What follows belongs to an exercise in optimizing a design on an open flow for small area, a short achievable clock period and few clock cycles; a production flow would make more cautious choices. No functional check of the RTL was part of this run. No activity file was given, so power comes from the tool's default toggle rates.

==> design.v <==
module rk_gpio (
    input              clk,
    input              rst,
    input              cmd_valid,
    output             cmd_ready,
    input      [31:0]  cmd_desc,
    input      [31:0]  cmd_data,
    output             rsp_valid,
    output     [2:0]   rsp_status,
    output     [31:0]  rsp_data,
    output             disp_valid,
    output     [7:0]   disp_irq,
    output             disp_exit,
    input      [63:0]  pad_in,
    output     [63:0]  pad_out,
    output     [63:0]  pad_oe,
    output     [63:0]  pull_en,
    output     [1:0]   bank_irq
);
    localparam ST_OK = 3'd0, ST_RANGE = 3'd1, ST_TRIG = 3'd2, ST_PULL = 3'd3,
               ST_MALFORMED = 3'd5, ST_INVREG = 3'd6, ST_GATED = 3'd7;
    reg [63:0] dir, dr, inten, inttype, intpol, pull, tmask, wake, saved, latch;
    reg [1:0]  clk_on;
    reg [63:0] env_q;            
    reg        ready_q;          
    reg        v_q;              
    reg [31:0] dq, dd;           
    reg        eng_act;          
    reg        eng_bank, eng_acked;
    reg [4:0]  eng_ptr;          
    reg        rsp_v;
    reg [2:0]  rsp_st;
    reg [31:0] rsp_d;
    reg        dsp_v, dsp_x;
    reg [5:0]  dsp_i;
    reg [1:0]  birq_q;
    wire [63:0] pad = (dir & dr) | (~dir & env_q);
    wire [63:0] s   = ~(pad ^ intpol);
    wire [63:0] isr = inten & ((inttype & latch) | (~inttype & s));
    wire [7:0]  op  = dq[31:24];
    wire [3:0]  fa  = dq[23:20];
    wire [3:0]  fz  = dq[19:16];
    wire [15:0] pin = dq[15:0];
    wire [7:0]  fb  = dq[15:8];
    wire [7:0]  fr  = dq[7:0];
    wire o_rd   = (op == 8'h01), o_wr  = (op == 8'h02), o_sb  = (op == 8'h03);
    wire o_wm   = (op == 8'h04) | (op == 8'h05);
    wire o_sdir = (op == 8'h10), o_slev = (op == 8'h11), o_glev = (op == 8'h12);
    wire o_pull = (op == 8'h13), o_trig = (op == 8'h14), o_req  = (op == 8'h15);
    wire o_toirq = (op == 8'h16);
    wire o_ien  = (op == 8'h20), o_idis = (op == 8'h21), o_iack = (op == 8'h22);
    wire o_wake = (op == 8'h23);
    wire o_dmx  = (op == 8'h30), o_susp = (op == 8'h40), o_res  = (op == 8'h41);
    wire o_reg  = o_rd | o_wr | o_sb;
    wire o_pin  = o_sdir | o_slev | o_glev | o_pull | o_trig | o_req | o_toirq |
                  o_ien | o_idis | o_iack | o_wake;
    wire known  = o_reg | o_wm | o_pin | o_dmx | o_susp | o_res;
    wire flag_a = o_sb | o_sdir | o_slev | o_wake;
    wire code_a = o_pull | o_trig | o_wm;
    wire a_nz   = |fa;
    wire a_gt1  = |fa[3:1];
    wire malformed = ~known | (|fz) | (flag_a & a_gt1) | (~flag_a & ~code_a & a_nz) |
                     (o_wm & (fa >= 4'd3)) | (o_dmx & (|fr)) |
                     ((o_susp | o_res) & (|pin));
    wire hi_nz  = |pin[15:6];                        
    wire b_bad  = |fb[7:1];                          
    wire r_bad  = (|fr[7:4]) | (fr[3] & (|fr[2:0]));  
    wire rb     = fb[0];
    wire pb     = pin[5];
    wire [4:0] off = pin[4:0];
    wire pull_bad = o_pull & (fa != 4'd0) & (fa != 4'd3);
    wire trig_bad = o_trig & (fa > 4'd4);
    wire ungated  = o_req | o_toirq | o_wake;
    wire clk_r = rb ? clk_on[1] : clk_on[0];
    wire clk_p = pb ? clk_on[1] : clk_on[0];
    wire exec_go = v_q & ~eng_act;
    reg [2:0] ex_st;
    always @* begin
        if (malformed)            ex_st = ST_MALFORMED;
        else if (o_reg)           ex_st = (b_bad | r_bad) ? ST_INVREG : (~clk_r ? ST_GATED : ST_OK);
        else if (o_wm)            ex_st = ST_INVREG;
        else if (o_pin)           ex_st = hi_nz ? ST_RANGE : pull_bad ? ST_PULL : trig_bad ? ST_TRIG :
                                          (~ungated & ~clk_p) ? ST_GATED : ST_OK;
        else if (o_dmx)           ex_st = b_bad ? ST_INVREG : (~clk_r ? ST_GATED : ST_OK);
        else if (o_susp)          ex_st = (clk_on != 2'b11) ? ST_GATED : ST_OK;
        else                      ex_st = ST_OK;
    end
    wire ok_reg  = exec_go & ~malformed & o_reg & ~b_bad & ~r_bad & clk_r;
    wire ok_pinr = exec_go & ~malformed & o_pin & ~hi_nz & ~pull_bad & ~trig_bad;
    wire ok_pin  = ok_pinr & clk_p;
    wire ok_dmx  = exec_go & ~malformed & o_dmx & ~b_bad & clk_r;
    wire ok_susp = exec_go & ~malformed & o_susp;
    wire ok_res  = exec_go & ~malformed & o_res;
    wire ok_wr   = ok_reg & ~o_rd;
    wire [31:0] pm = 32'd1 << off;
    wire        dbank = eng_act ? eng_bank : rb;
    wire [31:0] isr_s = dbank ? isr[63:32] : isr[31:0];
    wire [31:0] ilr_s = dbank ? inttype[63:32] : inttype[31:0];
    wire [31:0] below = (32'd1 << eng_ptr) - 32'd1;
    wire [31:0] cand  = eng_act ? (isr_s & below) : isr_s;
    wire        dmx_go = ok_dmx | eng_act;
    reg  [4:0] top;
    reg        any;
    integer k;
    always @* begin
        top = 5'd0;
        any = 1'b0;
        for (k = 0; k < 32; k = k + 1)
            if (cand[k]) begin top = k[4:0]; any = 1'b1; end
    end
    wire [31:0] rest  = cand & ~(32'd1 << top);
    wire        multi = |rest;
    wire        dmx_last = dmx_go & ~multi;       
    wire [31:0] b_dir  = rb ? dir[63:32]     : dir[31:0];
    wire [31:0] b_dr   = rb ? dr[63:32]      : dr[31:0];
    wire [31:0] b_pad  = rb ? pad[63:32]     : pad[31:0];
    wire [31:0] b_ien  = rb ? inten[63:32]   : inten[31:0];
    wire [31:0] b_ity  = rb ? inttype[63:32] : inttype[31:0];
    wire [31:0] b_ipl  = rb ? intpol[63:32]  : intpol[31:0];
    wire [31:0] b_isr  = rb ? isr[63:32]     : isr[31:0];
    wire [31:0] b_pul  = rb ? pull[63:32]    : pull[31:0];
    reg  [31:0] rval;
    always @* begin
        case (fr[3:0])
            4'd0:    rval = b_dir;
            4'd1:    rval = b_dr;
            4'd2:    rval = b_pad;
            4'd3:    rval = b_ien;
            4'd4:    rval = b_ity;
            4'd5:    rval = b_ipl;
            4'd6:    rval = b_isr;
            4'd8:    rval = b_pul;
            default: rval = 32'd0;
        endcase
    end
    wire [63:0] pad_p = pb ? {32'd0, pad[63:32]} : {32'd0, pad[31:0]};
    wire        glev  = pad_p[off];
    reg [31:0] ex_d;
    always @* begin
        ex_d = 32'd0;
        if (ok_reg & o_rd)           ex_d = rval;
        if (ok_pin & o_glev)         ex_d = {31'd0, glev};
        if (ok_pinr & o_toirq)       ex_d = {25'd0, 1'b1, pin[5:0]};
    end
    reg [63:0] n_dir, n_dr, n_inten, n_inttype, n_intpol, n_pull, n_tmask, n_wake,
               n_saved, n_latch, clr, n_ipl_cmd;
    reg [1:0]  n_clk_on;
    integer b;
    always @* begin
        n_dir = dir;  n_dr = dr;  n_inten = inten;  n_inttype = inttype;
        n_intpol = intpol;  n_pull = pull;  n_tmask = tmask;  n_wake = wake;
        n_saved = saved;  n_clk_on = clk_on;  clr = 64'd0;
        for (b = 0; b < 2; b = b + 1) begin
            if (ok_wr && rb == b) begin
                case (fr[3:0])
                    4'd0: n_dir[b*32 +: 32]     = o_wr ? dd : fa[0] ? (dir[b*32 +: 32] | dd)     : (dir[b*32 +: 32] & ~dd);
                    4'd1: n_dr[b*32 +: 32]      = o_wr ? dd : fa[0] ? (dr[b*32 +: 32] | dd)      : (dr[b*32 +: 32] & ~dd);
                    4'd3: n_inten[b*32 +: 32]   = o_wr ? dd : fa[0] ? (inten[b*32 +: 32] | dd)   : (inten[b*32 +: 32] & ~dd);
                    4'd4: n_inttype[b*32 +: 32] = o_wr ? dd : fa[0] ? (inttype[b*32 +: 32] | dd) : (inttype[b*32 +: 32] & ~dd);
                    4'd5: n_intpol[b*32 +: 32]  = o_wr ? dd : fa[0] ? (intpol[b*32 +: 32] | dd)  : (intpol[b*32 +: 32] & ~dd);
                    4'd7: clr[b*32 +: 32]       = (o_wr | fa[0]) ? dd : 32'd0;
                    4'd8: n_pull[b*32 +: 32]    = o_wr ? dd : fa[0] ? (pull[b*32 +: 32] | dd)    : (pull[b*32 +: 32] & ~dd);
                    default: ;
                endcase
            end
            if (ok_pinr && o_wake && pb == b)
                n_wake[b*32 +: 32] = fa[0] ? (wake[b*32 +: 32] | pm) : (wake[b*32 +: 32] & ~pm);
            if (ok_pin && pb == b) begin
                if (o_sdir) n_dir[b*32 +: 32] = fa[0] ? (dir[b*32 +: 32] | pm) : (dir[b*32 +: 32] & ~pm);
                if (o_slev) n_dr[b*32 +: 32]  = fa[0] ? (dr[b*32 +: 32] | pm)  : (dr[b*32 +: 32] & ~pm);
                if (o_pull) n_pull[b*32 +: 32] = fa[0] ? (pull[b*32 +: 32] | pm) : (pull[b*32 +: 32] & ~pm);
                if (o_trig) begin
                    n_dir[b*32 +: 32]     = dir[b*32 +: 32] & ~pm;
                    n_inttype[b*32 +: 32] = (fa[2] | fa[1]) ? (inttype[b*32 +: 32] | pm) : (inttype[b*32 +: 32] & ~pm);
                    n_intpol[b*32 +: 32]  = (fa[2] ? ~env_q[b*32 + off] : (fa[1] ^ fa[0]))
                                            ? (intpol[b*32 +: 32] | pm) : (intpol[b*32 +: 32] & ~pm);
                    n_tmask[b*32 +: 32]   = fa[2] ? (tmask[b*32 +: 32] | pm) : (tmask[b*32 +: 32] & ~pm);
                end
                if (o_ien)  n_inten[b*32 +: 32] = inten[b*32 +: 32] | pm;
                if (o_idis) n_inten[b*32 +: 32] = inten[b*32 +: 32] & ~pm;
                if (o_iack) clr[b*32 +: 32] = pm;
            end
            if (ok_susp && clk_on[b]) begin
                n_saved[b*32 +: 32] = inten[b*32 +: 32];
                n_inten[b*32 +: 32] = wake[b*32 +: 32];
                n_clk_on[b]         = |wake[b*32 +: 32];
            end
            if (ok_res) begin
                n_clk_on[b]         = 1'b1;
                n_inten[b*32 +: 32] = saved[b*32 +: 32] | (isr[b*32 +: 32] & wake[b*32 +: 32]);
            end
        end
        n_ipl_cmd = n_intpol;
        for (b = 0; b < 2; b = b + 1)
            if (dmx_last && dbank == b)
                n_intpol[b*32 +: 32] = (intpol[b*32 +: 32] & ~(isr[b*32 +: 32] & tmask[b*32 +: 32])) |
                                       (~pad[b*32 +: 32] & isr[b*32 +: 32] & tmask[b*32 +: 32]);
    end
    wire [63:0] pad_n = (n_dir & n_dr) | (~n_dir & env_q);
    wire [63:0] s_n   = ~(pad_n ^ n_ipl_cmd);
    wire [63:0] e_cmd = inten & n_inttype & ~s & s_n;
    wire [63:0] con   = {{32{clk_on[1]}}, {32{clk_on[0]}}};
    wire [63:0] e_pad = con & inten & inttype & ~dir & ~(pad_in ^ intpol) & (pad_in ^ env_q);
    always @* n_latch = (latch & ~clr) | e_cmd | e_pad;
    wire v_n   = ready_q ? cmd_valid : (v_q & ~exec_go);
    wire eng_n = dmx_go & multi;
    always @(posedge clk) begin
        env_q <= pad_in;
        if (ready_q) begin
            dq <= cmd_desc;
            dd <= cmd_data;
        end
        rsp_st <= dmx_go ? ST_OK : ex_st;
        rsp_d  <= dmx_go ? isr_s : ex_d;
        dsp_x  <= (ilr_s[top]) & ~(eng_act & eng_acked);
        dsp_i  <= {dbank, top};
        if (dmx_go) begin
            eng_bank  <= dbank;
            eng_ptr   <= top;
            eng_acked <= (eng_act & eng_acked) | ilr_s[top];
        end
        if (rst) begin
            dir <= 64'd0;  dr <= 64'd0;  inten <= 64'd0;  inttype <= 64'd0;
            intpol <= 64'd0;  pull <= 64'd0;  tmask <= 64'd0;  wake <= 64'd0;
            saved <= 64'd0;  latch <= 64'd0;  clk_on <= 2'b11;
            ready_q <= 1'b1;
            v_q     <= 1'b0;
            eng_act <= 1'b0;
            rsp_v   <= 1'b0;
            dsp_v   <= 1'b0;
            birq_q  <= 2'b00;
        end else begin
            dir <= n_dir;  dr <= n_dr;  inten <= n_inten;  inttype <= n_inttype;
            intpol <= n_intpol;  pull <= n_pull;  tmask <= n_tmask;  wake <= n_wake;
            saved <= n_saved;  latch <= n_latch;  clk_on <= n_clk_on;
            v_q     <= v_n;
            eng_act <= eng_n;
            ready_q <= ~(eng_n & v_n);
            rsp_v   <= (exec_go & ~(ok_dmx & multi)) | (eng_act & ~multi);
            dsp_v   <= dmx_go & any;
            birq_q  <= {|isr[63:32], |isr[31:0]};
        end
    end
    assign cmd_ready  = ready_q;
    assign rsp_valid  = rsp_v;
    assign rsp_status = rsp_st;
    assign rsp_data   = rsp_d;
    assign disp_valid = dsp_v;
    assign disp_irq   = {2'b01, dsp_i};
    assign disp_exit  = dsp_x;
    assign pad_out    = dr;
    assign pad_oe     = dir;
    assign pull_en    = pull;
    assign bank_irq   = birq_q;
endmodule
==> run.sh <==
#!/bin/bash
# synth_recipe.tcl (not shown) runs the flow's synth.tcl, then flattens the netlist and writes it again
# the make line also repeats each setting of config.mk as NAME=value (left out here)
make -C /OpenROAD-flow-scripts/flow DESIGN_CONFIG=/design/flow/config.mk WORK_HOME=/design/flow/orfs CLKGATE_MAP_FILE= SYNTH_SCRIPT=/design/flow/synth_recipe.tcl finish
==> config.mk <==
export PLATFORM = sky130hd
export DESIGN_NAME = rk_gpio
export DESIGN_NICKNAME = rk_gpio
export VERILOG_FILES = /design/flow/design.v
export SDC_FILE = /design/flow/constraint.sdc
export NUM_CORES = 8
export LEC_CHECK = 0
export CAP_MARGIN = 40
export CORE_MARGIN = 2
export CORE_UTILIZATION = 25
export SLEW_MARGIN = 20
==> constraint.sdc <==
create_clock -name core_clock -period 10.0 [get_ports {clk}]
set_input_delay 2.0000 -clock core_clock [delete_from_list [all_inputs] [get_ports {clk}]]
set_output_delay 2.0000 -clock core_clock [all_outputs]
set_load 0.01 [all_outputs]
==> run notes <==
==> power by group through the flow <==
stage	Combinational (mW)	Sequential [mW]	Clock (mW)
2_1_floorplan	0.321	3.45	0
3_3_place_gp	0.646	3.50	0
3_5_place_dp	0.660	3.50	0
4_1_cts	0.663	3.43	4.12
5_1_grt	0.706	3.43	4.24
6_report	0.723	3.43	4.13
==> cells by family (layout without fill, tap and decap cells) <==
logic type                 count (synthesis)  in the layout  synth area share (%)
xor gates and xnor gates                 129            129                  2.07
DFF                                      826            826                  31.6
muxes                                    336            336                  7.33
and+or+nand+nor                         2396           2396                  19.7
buffers and inverters                    799           1034                  5.65
AOI/OAI and AO/OA                       3163           3163                  33.6
adders and majority gates                  3              3                0.0688
other                                      2             56                0.0138
==> worst max-delay path by stage <==
stage	start	endpoint	cells past startpoint	slack (ps)
6_report	eng_ptr[1]	intpol[29]	21	2180
3_5_place_dp	eng_ptr[1]	intpol[29]	21	2140
3_3_place_gp	eng_ptr[1]	intpol[35]	21	1970
5_1_grt	eng_ptr[1]	intpol[29]	21	1950
4_1_cts	eng_ptr[1]	intpol[29]	21	2020
2_1_floorplan	eng_ptr[1]	intpol[37]	22	3960
==> per-stage QoR <==
step,setup WS (ps),area [µm²],total power [mW],utilization [%],instances
after floorplan,3960,54600,3.77,-,7654
after global placement,1970,61600,4.15,28.4,10445
after detailed placement,2140,62500,4.16,28.8,10518
after CTS,2020,66100,8.21,30.5,10714
after global routing,1950,66400,8.38,30.6,10755
final,2180,66500,8.28,30.7,10797
==> Yosys cell counts, drive strengths merged (47+ instances only) <==
master,number
buf,70
clkbuf,626
nor2,719
a211oi,150
mux2i,246
inv,102
nand3,280
o22ai,119
nand2,910
dfxtp,755
nor2b,134
xor2,82
a221oi,64
o211ai,75
xnor2,47
nor3,78
edfxtp,71
a22oi,122
a21oi,1324
o21ai,985
==> layer usage <==
| layer | share of wire [%] | vias up |
|---|---|---|
| li1 | - | 28216 |
| met1 | 36 | 33973 |
| met2 | 39 | 6849 |
| met3 | 15 | 2038 |
| met4 | 9.8 | 48 |
| met5 | 0.10 | - |
==> worst max-delay path, cell delays in order (launching register included) <==
cell	delay, ps
edfxtp_1	360
buf_4	230
or3_1	490
nor3_1	240
inv_1	70
ha_1	480
nand2_1	410
o21ai_0	150
a311o_1	410
o21ai_2	190
nor4b_1	560
nand4b_1	240
o22ai_2	250
inv_1	90
nor3_1	620
a221oi_1	200
or4_4	600
or4_1	540
buf_4	330
nor3_4	360
buf_4	370
mux2_2	370
==> final cells by class <==
type / instances / area, µm²
sequential: 826 / 17300
clock inverter: 46 / 541
clock buffer: 150 / 3060
fill: 23318 / 150000
timing repair buffer: 735 / 6910
inverter: 103 / 388
antenna: 54 / 135
tap: 2854 / 3570
multi-input combinational: 6029 / 34700
==> run notes <==
status no timing/DRC/antenna violations; GR Overflow Total 0; path depth of the worst reg2reg path 21; FF+latch count, synth around 830; period utilization approximately four fifths; Root Buffer clkbuf_16; final hold slack roughly 460 ps; power share of the clock group about half; Routed wire per std cell between 30 and 40 µm; Most Crowded Layer GR met2; Post-CTS Setup Bufs 0; Slew Limit Fails 0; setup TNS 0 ps; share of cells above drive strength 1 9.53%; RSZ-0062 raised after global routing no; Initial DRC Count around 13000; Rel. slew slack around a third; Least-Margin Pin Slew around 1000 ps; Synth area leaders dfxtp_1, a21oi_1, o21ai_0; number of global-route vias before repair 63232; worst-case clock buffer depth 3; post-CTS resize count 0; Antenna Nets Post-Route 0; first-pass GRT wire length 544 mm; Combinational Power Share a little under 9%; DRC Markers 0; vias per cell around 6.6; Syn Nets 7788; register area share after synthesis around a third; Die Area ~220000 µm²; GR Util met2 47.6%; final hold violation count 0; synthesis-to-finish area growth 21.9%; crit path max fanout 25; Fin Clk Skew between 100 and 150 ps; synthesized area per cell roughly 7 µm²; RR Startpoint eng_ptr[1]; initial antenna violation count 65; sequential share of power just over 40%; Top Ports 372; Distinct cells, synth roughly 110; Die Y 471 µm; die width approximately 470 µm; Clk pin slew, worst setup/hold paths about 70 ps; critical path class flip-flop to flip-flop; Warnings, synthesis 1; routed vias roughly 70000; Post-synth EDFFs 71; H-tree Lvls 3; Worst VDD drop 167 µV; Initial DRT Pass Iterations 14; commonest non-fill, non-tap cell in the layout a21oi_1; max-cap violations 0; critical path launch point type flip-flop; final net count ~7900; Critical Path Sink Type flip-flop; GR Util met1 between 40% and 50%; post-layout minimum cycle time between 7000 and 8000 ps; gr usage total around a third; # setup viols final 0; # hold bufs at CTS 0; Yosys top cell by area dfxtp_1; gpl congestion about 1.1; initial core utilization 25.1%; row cnt 171; Gate Count Post-Synth between 7000 and 8000; leak pwr 22.1 nW; FMAX 128 MHz; top cell type's share of synthesized area between 20 and 30%; hold endpoint saved[4]; Post-Syn Area 54600 µm²; pwr dens ~120 nW/µm²; hold_sp saved[4]; Cell Int Power 5.85 mW; Sink Count about 830; final WL about 410 mm; met3 GRT Util around 16%; post-DP HPWL 287 mm; Min-Delay Path Class flip-flop to flip-flop; Synth async-reset ratio 0%; Core Footprint 217000 µm²; FF-to-FF End intpol[29]; Clock Latency Late Sink approximately 870 ps; Worst Path Required between 10000 and 15000 ps; Net Sw Frac 29.4%; r2r setup slk between 2000 and 2500 ps; worst hold path depth 2; I/O Buffers 369; data arrival time of the critical path approximately 8500 ps; largest net degree at the start of global routing 133; CTS Buf Count approximately 110; net switching power 2.43 mW; ys flop type dfxtp_1; CTS tree built; commonest non-fill, non-tap cells in the layout a21oi_1, o21ai_0, nand2_1

==> re-timing with driven ports <==
The results above use ideal ports. As a check the final layout listed here was re-extracted and re-timed, cells and wires unchanged. Step 1 (the two cells are an assumption about what drives the block):
set clk [get_ports {clk}]
set_driving_cell -lib_cell sky130_fd_sc_hd__clkbuf_16 $clk
set_driving_cell -lib_cell sky130_fd_sc_hd__buf_2 [delete_from_list [all_inputs] $clk]
Step 2 times the ports against the registers' clock, not the clock port: input delays grow and output delays shrink by t, the midpoint of the rising clock arrivals with the driver on. Slacks: ideal ports / drivers / drivers and shift; pairs: ideal ports / drivers.
t (ns): 0.915
slack for setup (ns): 2.178 / 2.178 / 2.178
worst setup path at the end: register to register
clock arrival spread, ns: 0.120 / 0.121
cell pins on the clock port's net: 1
After both steps this run still meets setup and hold. The setup slack of this run moves by 0.000 ns with the drivers and by 0.000 ns with both steps.
